This design comes from an exercise in tuning for small area on the open sky130 flow, not from production work.
The RTL was checked by simulation tests, not by an equivalence proof against the original design.
The flow treats the clock pin as an ideal source, which a real chip does not have.
Power and IR drop assume default switching activity.

== P ==
==> flow/design.v <==
module bcdtc (
    input  wire       clk,
    input  wire       rst,
    input  wire       tick,
    input  wire       change_time,
    input  wire       up_down,
    output wire       ind,
    output wire [3:0] sel,
    output wire [3:0] digit
);
    function [3:0] d10_next(input [3:0] d, input up);
        begin
            d10_next[0] = ~d[0];
            if (up & d[0])
                d10_next[3:1] = {d[2], d[1], ~(d[3] | d[2])};
            else if (~up & ~d[0])
                d10_next[3:1] = {~(d[2] | d[1]), d[3], d[2]};
            else
                d10_next[3:1] = d[3:1];
        end
    endfunction
    function d10_is9(input [3:0] d);
        d10_is9 = d[0] & d[3] & ~d[2];
    endfunction
    function d10_is0(input [3:0] d);
        d10_is0 = ~d[0] & ~d[3] & ~d[1];
    endfunction
    function [3:0] d10_bcd(input [3:0] d);
        d10_bcd = {d[3] & ~d[2], d[2], d[2] ? d[3] : d[1], d[0]};
    endfunction
    function [2:0] d6_next(input [2:0] j, input up);
        d6_next = j ^ (up ? {j[0] & (j[2] | j[1]), j[0] & ~j[2], 1'b1}
                          : {~j[1] & ~j[0], ~j[0] & (j[2] | j[1]), 1'b1});
    endfunction
    function d6_is5(input [2:0] j);
        d6_is5 = j[2] & j[0];
    endfunction
    function d6_is0(input [2:0] j);
        d6_is0 = ~j[2] & ~j[1] & ~j[0];
    endfunction
    function [3:0] d6_bcd(input [2:0] j);
        d6_bcd = {1'b0, j};
    endfunction
    localparam [1:0] SEED_HT = 2'b11;       
    localparam [3:0] SEED_HU = 4'b0011;     
    localparam [2:0] SEED_MT = 3'd5;
    localparam [3:0] SEED_MU = 4'b1001;     
    localparam [2:0] SEED_ST = 3'd3;
    localparam [3:0] SEED_SU = 4'b0000;     
    reg [1:0] ht;
    reg [3:0] hu;
    reg [2:0] mt;
    reg [3:0] mu;
    reg [2:0] st;
    reg [3:0] su;
    reg [3:0] acc;
    reg       pct, pud, md;
    reg [1:0] pos;
    reg [3:0] ph;
    reg [2:0] snap0;
    reg [3:0] snap1;
    reg [2:0] snap2;
    reg [3:0] snap3;
    wire page = md & pct;
    wire dir  = ~md | pud;
    wire su_end = dir ? d10_is9(su) : d10_is0(su);
    wire st_end = dir ? d6_is5(st)  : d6_is0(st);
    wire mu_end = dir ? d10_is9(mu) : d10_is0(mu);
    wire mt_end = dir ? d6_is5(mt)  : d6_is0(mt);
    wire h_zero = d10_is0(hu) & ~ht[0];
    wire acc_last = d10_is9(acc);
    wire ms_end   = su_end & st_end & mu_end & mt_end;
    wire en0 = tick & acc_last & (dir | ~(ms_end & h_zero));
    wire en1 = en0 & su_end;
    wire en2 = en1 & st_end;
    wire en3 = en2 & mu_end;
    wire en4 = en0 & ms_end;
    wire h_wrap = dir & ht[1] & hu[0] & hu[1] & ~hu[2];     
    wire [3:0] hu_next = h_wrap ? 4'b0000 : d10_next(hu, dir);
    wire [1:0] ht_next = h_wrap ? 2'b00 :
                         dir ? (d10_is9(hu) ? {ht[0], 1'b1} : ht)
                             : (d10_is0(hu) ? {1'b0, ht[1]} : ht);
    always @(posedge clk) begin
        if (rst) begin
            acc <= 4'd0;
            ht <= SEED_HT; hu <= SEED_HU;
            mt <= SEED_MT; mu <= SEED_MU;
            st <= SEED_ST; su <= SEED_SU;
        end else begin
            if (tick) acc <= d10_next(acc, 1'b1);
            if (en0) su <= d10_next(su, dir);
            if (en1) st <= d6_next(st, dir);
            if (en2) mu <= d10_next(mu, dir);
            if (en3) mt <= d6_next(mt, dir);
            if (en4) begin
                hu <= hu_next;
                ht <= ht_next;
            end
        end
    end
    always @(posedge clk) begin
        pct <= change_time;
        pud <= up_down;
        md  <= ~rst & (md | (change_time ^ pct) | (up_down ^ pud));
    end
    wire ph_off = ph[0] & ph[3];
    wire ph_in  = (~ph[2] & ~ph[3]) | (~ph[1] & ph[2] & ph[3]);
    wire load = ph_off & (&pos);
    always @(posedge clk) begin
        if (rst) begin
            pos <= 2'd0;
            ph  <= 4'd2;
            snap0 <= SEED_MT; snap1 <= SEED_MU; snap2 <= SEED_ST; snap3 <= SEED_SU;
        end else begin
            ph <= {ph[2:0], ph_in};
            if (ph_off) pos <= pos + 2'd1;
            if (load) begin
                if (page) begin
                    snap0 <= {1'b0, ht[1], ht[0] & ~ht[1]}; snap1 <= hu; snap2 <= mt; snap3 <= mu;
                end else begin
                    snap0 <= mt; snap1 <= mu; snap2 <= st; snap3 <= su;
                end
            end
        end
    end
    wire hold = ~ph_off & ~(~ph[0] & ph[1] & ~ph[3]);
    wire [3:0] d_odd  = pos[1] ? snap3 : snap1;
    wire [2:0] d_even = pos[1] ? snap2 : snap0;
    assign ind   = dir;
    assign sel   = {4{hold}} & {pos[1] & pos[0], pos[1] & ~pos[0], ~pos[1] & pos[0], ~pos[1] & ~pos[0]};
    assign digit = pos[0] ? d10_bcd(d_odd) : d6_bcd(d_even);
endmodule
Settings: LEC_CHECK=0, ABC_AREA=1, CAP_MARGIN=20, CORE_MARGIN=2, CORE_UTILIZATION=40, GPL_TIMING_DRIVEN=0, PLACE_DENSITY=0.9, SLEW_MARGIN=20; clock period 10.0 ns.
standard.sh (not shown) runs the stock make flow with config.mk's settings and CLKGATE_MAP_FILE= SYNTH_SCRIPT=/design/flow/synth_recipe.tcl, a recipe that flattens the netlist after the stock synthesis.
==> flow/flow/run.sh <==
#!/bin/bash
# Own layout flow:
#  1. the standard synthesis (standard.sh synth), unchanged;
#  2. its combinational logic re-mapped for area with the ABC scripts
#     flow/area*.abc (deepsyn with several seeds, then amap), run side by
#     side; the smallest netlist is kept. The registers and their names are
#     kept as they are;
#  3. the standard layout of that netlist, with 1x buffers on the
#     ports, no dummy clock loads and the clock tree's root buffer (which
#     drives only the leaf buffers) sized down.
# Each tool's output goes to a log file of its own in this folder.
set -euo pipefail
W=$(pwd)
R=$W/orfs/results/$FLOW_PLATFORM/bcdtc/base
LIB=$FLOW_HOME/platforms/$FLOW_PLATFORM/lib/sky130_fd_sc_hd__tt_025C_1v80.lib
YOSYS=$(command -v yosys || echo "$FLOW_HOME/../tools/install/yosys/bin/yosys")
JOBS=${NUM_CORES:-4}

bash standard.sh synth > "$W/flow_1_synth.log" 2>&1
cp "$R/1_2_yosys.v" "$W/1_2_yosys_standard.v"

remap() {
  local i=$1
  sed -e "s#@LIB@#$LIB#g" -e "s#@TOP@#$FLOW_TOP#g" \
      -e "s#@IN@#$W/1_2_yosys_standard.v#" -e "s#@OUT@#$W/1_2_yosys_remap$i.v#" \
      -e "s#@ABC@#$W/flow/area$i.abc#" -e "s#@STAT@#$W/remap_stat$i.txt#" \
      flow/remap.ys > "$W/remap$i.ys"
  "$YOSYS" -s "$W/remap$i.ys" > "$W/flow_2_remap$i.log" 2>&1 || true
}
n=0
for f in flow/area*.abc; do
  i=$(basename "$f" .abc); i=${i#area}
  remap "$i" &
  n=$((n + 1))
  if [ $((n % JOBS)) -eq 0 ]; then wait; fi
done
wait
best=""; best_area=""
for f in flow/area*.abc; do
  i=$(basename "$f" .abc); i=${i#area}
  [ -f "$W/remap_stat$i.txt" ] && [ -f "$W/1_2_yosys_remap$i.v" ] || continue
  a=$(grep -m1 "Chip area" "$W/remap_stat$i.txt" | awk '{print $NF}')
  [ -n "$a" ] || continue
  echo "script $i: area $a" >> "$W/flow_2_remap.log"
  if [ -z "$best" ] || awk "BEGIN{exit !($a < $best_area)}"; then best=$i; best_area=$a; fi
done
echo "remap: kept script $best, area $best_area" >> "$W/flow_2_remap.log"

cp "$W/1_2_yosys_remap$best.v" "$R/1_2_yosys.v"
rm -f "$R/1_synth.odb" "$R/1_synth.sdc"
bash standard.sh "BUFFER_PORTS_ARGS=-buffer_cell sky130_fd_sc_hd__buf_1" \
    "CTS_ARGS=-sink_clustering_enable -repair_clock_nets -dont_use_dummy_load" \
    "POST_CTS_TCL=$W/flow/cts_post.tcl" "CTS_ROOT_BUF=sky130_fd_sc_hd__clkbuf_4" "CTS_LEAF_BUFS=sky130_fd_sc_hd__clkbuf_2 sky130_fd_sc_hd__buf_2 sky130_fd_sc_hd__clkbuf_4 sky130_fd_sc_hd__buf_4 sky130_fd_sc_hd__buf_6" "CTS_LEAF_SLEW=0.112" finish \
    > "$W/flow_3_layout.log" 2>&1
test -f out/final.def
==> flow/flow/cts_post.tcl <==
# Size the clock tree that CTS built: the root buffer drives only the leaf
# buffers and gets CTS_ROOT_BUF; each leaf buffer gets the first (smallest)
# buffer of CTS_LEAF_BUFS for which the estimated slew at its register clock
# pins stays within CTS_LEAF_SLEW (ns), else it keeps the buffer CTS gave it.
replace_cell clkbuf_0_clk $::env(CTS_ROOT_BUF)
estimate_parasitics -placement
proc leaf_max_slew {name} {
  set net [get_nets -of_objects [get_pins $name/X]]
  set mx 0
  foreach p [get_pins -of_objects $net -filter "direction==input"] {
    set s [get_property $p slew_max]
    if {$s > $mx} { set mx $s }
  }
  return $mx
}
foreach inst [get_cells clkbuf_*_f_clk] {
  set name [get_full_name $inst]
  set orig [get_property $inst ref_name]
  set chosen $orig
  foreach buf $::env(CTS_LEAF_BUFS) {
    replace_cell $name $buf
    estimate_parasitics -placement
    set s [leaf_max_slew $name]
    puts "clock leaf $name: $buf gives slew [format %.3f $s] ns"
    if {$s <= $::env(CTS_LEAF_SLEW)} { set chosen $buf; break }
  }
  replace_cell $name $chosen
  estimate_parasitics -placement
  puts "clock leaf $name: $chosen"
}
detailed_placement
check_placement -verbose
estimate_parasitics -placement
report_clock_skew
Other scripts of this flow, unchanged in this note and not shown: flow/flow/area1.abc, flow/flow/area2.abc, flow/flow/area3.abc, flow/flow/area4.abc, flow/flow/area5.abc, flow/flow/area6.abc, flow/flow/area7.abc, flow/flow/area8.abc, flow/flow/area9.abc, flow/flow/remap.ys
Inputs modified between P and Q:
--- a/flow/flow/run.sh
+++ b/flow/flow/run.sh
@@ -51,5 +51,5 @@
 bash standard.sh "BUFFER_PORTS_ARGS=-buffer_cell sky130_fd_sc_hd__buf_1" \
     "CTS_ARGS=-sink_clustering_enable -repair_clock_nets -dont_use_dummy_load" \
-    "POST_CTS_TCL=$W/flow/cts_post.tcl" "CTS_ROOT_BUF=sky130_fd_sc_hd__clkbuf_4" "CTS_LEAF_BUFS=sky130_fd_sc_hd__clkbuf_2 sky130_fd_sc_hd__buf_2 sky130_fd_sc_hd__clkbuf_4 sky130_fd_sc_hd__buf_4 sky130_fd_sc_hd__buf_6" "CTS_LEAF_SLEW=0.112" finish \
+    "POST_CTS_TCL=$W/flow/cts_post.tcl" "CTS_ROOT_BUF=sky130_fd_sc_hd__clkbuf_4" "CTS_LEAF_BUFS=sky130_fd_sc_hd__clkbuf_4 sky130_fd_sc_hd__buf_4 sky130_fd_sc_hd__buf_6" "CTS_LEAF_SLEW=0.112" finish \
     > "$W/flow_3_layout.log" 2>&1
 test -f out/final.def
Notes after the runs:
Q completed end to end with timing, DRC and antenna clean.
Reported for Q and P, flip-flop and latch count turned out identical to the last digit.
Reported for Q and P, slack of the critical path turned out identical to the last digit.
Clock buffer count in the final layout: Q vs P, no meaningful difference
From P to Q, worst hold slack did not move at all.
Between P and Q, the final critical-path required period figures differ only marginally.
Q vs. P: post-route fraction of the period consumed by the critical path level, final core area utilization roughly the same.
Relative to Q, the following input files were edited for R:
# Q
export LEC_CHECK = 0
export ABC_AREA = 1
export CAP_MARGIN = 20
export CORE_MARGIN = 2
export CORE_UTILIZATION = 40
export GPL_TIMING_DRIVEN = 0
export PLACE_DENSITY = 0.9
export SLEW_MARGIN = 20
create_clock -name core_clock -period 10.0 [get_ports {clk}]
# R
export LEC_CHECK = 0
export ABC_AREA = 1
export CAP_MARGIN = 20
export CORE_MARGIN = 2
export CORE_UTILIZATION = 40
export GPL_TIMING_DRIVEN = 0
export SLEW_MARGIN = 20
create_clock -name core_clock -period 10.0 [get_ports {clk}]
--- a/flow/flow/run.sh
+++ b/flow/flow/run.sh
@@ -51,5 +51,5 @@
 bash standard.sh "BUFFER_PORTS_ARGS=-buffer_cell sky130_fd_sc_hd__buf_1" \
     "CTS_ARGS=-sink_clustering_enable -repair_clock_nets -dont_use_dummy_load" \
-    "POST_CTS_TCL=$W/flow/cts_post.tcl" "CTS_ROOT_BUF=sky130_fd_sc_hd__clkbuf_4" "CTS_LEAF_BUFS=sky130_fd_sc_hd__clkbuf_4 sky130_fd_sc_hd__buf_4 sky130_fd_sc_hd__buf_6" "CTS_LEAF_SLEW=0.112" finish \
+    "POST_CTS_TCL=$W/flow/cts_post.tcl" "CTS_ROOT_BUF=sky130_fd_sc_hd__clkbuf_4" "CTS_LEAF_BUF=sky130_fd_sc_hd__clkbuf_4" "CTS_LEAF_SLEW=0.112" finish \
     > "$W/flow_3_layout.log" 2>&1
 test -f out/final.def
==> flow/flow/cts_post.tcl <==
# Size the clock tree that CTS built: the root buffer drives only the leaf
# buffers and gets CTS_ROOT_BUF; each leaf buffer gets CTS_LEAF_BUF if the
# estimated slew at its register clock pins stays within CTS_LEAF_SLEW (ns),
# else it keeps the buffer CTS gave it.
replace_cell clkbuf_0_clk $::env(CTS_ROOT_BUF)
estimate_parasitics -placement
proc leaf_max_slew {name} {
  set net [get_nets -of_objects [get_pins $name/X]]
  set mx 0
  foreach p [get_pins -of_objects $net -filter "direction==input"] {
    set s [get_property $p slew_max]
    if {$s > $mx} { set mx $s }
  }
  return $mx
}
foreach inst [get_cells clkbuf_*_f_clk] {
  set name [get_full_name $inst]
  set orig [get_property $inst ref_name]
  replace_cell $name $::env(CTS_LEAF_BUF)
  estimate_parasitics -placement
  set s [leaf_max_slew $name]
  if {$s > $::env(CTS_LEAF_SLEW)} {
    replace_cell $name $orig
    estimate_parasitics -placement
    puts "clock leaf $name: kept $orig (slew [format %.3f $s] ns with $::env(CTS_LEAF_BUF))"
  } else {
    puts "clock leaf $name: $::env(CTS_LEAF_BUF) (slew [format %.3f $s] ns)"
  }
}
detailed_placement
check_placement -verbose
estimate_parasitics -placement
report_clock_skew
[summary]
The worst setup slack before clock tree synthesis number comes out higher for Q vs R. Looking at critical path capture point, the hu[3] result is from Q; the ht[1] one comes from R. For overflow left after global routing, Q and R come out practically identical. On clock latency reported for the late side of the worst-skew pair, Q and R are basically level. On count of routing violations after the opening detailed-route iteration, R does better than Q. Sequential share of layout area for R: 0.22 points down relative to Q.
## Diff of input files: S against R
# R
export LEC_CHECK = 0
export ABC_AREA = 1
export CAP_MARGIN = 20
export CORE_MARGIN = 2
export CORE_UTILIZATION = 40
export GPL_TIMING_DRIVEN = 0
export SLEW_MARGIN = 20
create_clock -name core_clock -period 10.0 [get_ports {clk}]
# S
export LEC_CHECK = 0
export ABC_AREA = 1
export CAP_MARGIN = 20
export CORE_MARGIN = 2
export CORE_UTILIZATION = 50
export GPL_TIMING_DRIVEN = 0
export PLACE_DENSITY = 0.9
export SLEW_MARGIN = 20
create_clock -name core_clock -period 10.0 [get_ports {clk}]
Notes after the runs:
- Compared R against S; clock slew at the register clock pins of the worst setup and hold paths within noise.
- S vs R: worst-case setup margin in the final layout up in S
- Est. power | S vs R | S lower
diff inputs: S => T
# S
export LEC_CHECK = 0
export ABC_AREA = 1
export CAP_MARGIN = 20
export CORE_MARGIN = 2
export CORE_UTILIZATION = 50
export GPL_TIMING_DRIVEN = 0
export PLACE_DENSITY = 0.9
export SLEW_MARGIN = 20
create_clock -name core_clock -period 10.0 [get_ports {clk}]
# T
export LEC_CHECK = 0
export ABC_AREA = 1
export CAP_MARGIN = 20
export CORE_MARGIN = 2
export CORE_UTILIZATION = 40
export GPL_TIMING_DRIVEN = 0
export PLACE_DENSITY = 0.9
export SLEW_MARGIN = 20
create_clock -name core_clock -period 10.0 [get_ports {clk}]
Notes after the runs:
- T reached the final stage; the timing, design-rule and antenna checks on its layout passed.
- Lower fraction of area in multi-input gates among S and T: T
- Die outline area (lower): S
- Comparing via count for S and T, the bigger number came from T.

==> static timing again, ports no longer ideal <==
How much do the figures lean on ideal ports? The routed layouts below were timed once more, with nothing changed but the port constraints. Step 1 sets driving cells, clkbuf_16 on the clock port and buf_2 on the other inputs (assumed; they add their load-dependent delay and slew). Step 2 times the ports against the registers' clock, not the clock port: input delays grow and output delays shrink by t, the midpoint of the rising clock arrivals with the driver on. Three values: ideal ports, drivers, drivers and shift; two values: the first two.
| run | t, ns | setup WS [ns] | hold slack, ns | clock arrival spread, ns | worst slew at a driven data input, ns |
|---|---|---|---|---|---|
| P | 0.368 | 4.931 / 4.932 / 4.564 | 0.452 / 0.452 / 0.452 | 0.052 / 0.052 | 0.03 |
| Q | 0.368 | 4.931 / 4.932 / 4.564 | 0.452 / 0.452 / 0.452 | 0.052 / 0.052 | 0.03 |
| R | 0.364 | 5.001 / 5.004 / 4.639 | 0.443 / 0.443 / 0.443 | 0.031 / 0.031 | 0.03 |
| S | 0.363 | 5.055 / 5.052 / 4.689 | 0.438 / 0.438 / 0.438 | 0.024 / 0.025 | 0.03 |
| T | 0.377 | 4.963 / 4.965 / 4.588 | 0.450 / 0.450 / 0.450 | 0.024 / 0.024 | 0.03 |
After both steps every run listed still meets setup and hold. The setup slack of T, which loses most, moves by +0.002 ns with the drivers and by -0.375 ns with both steps.
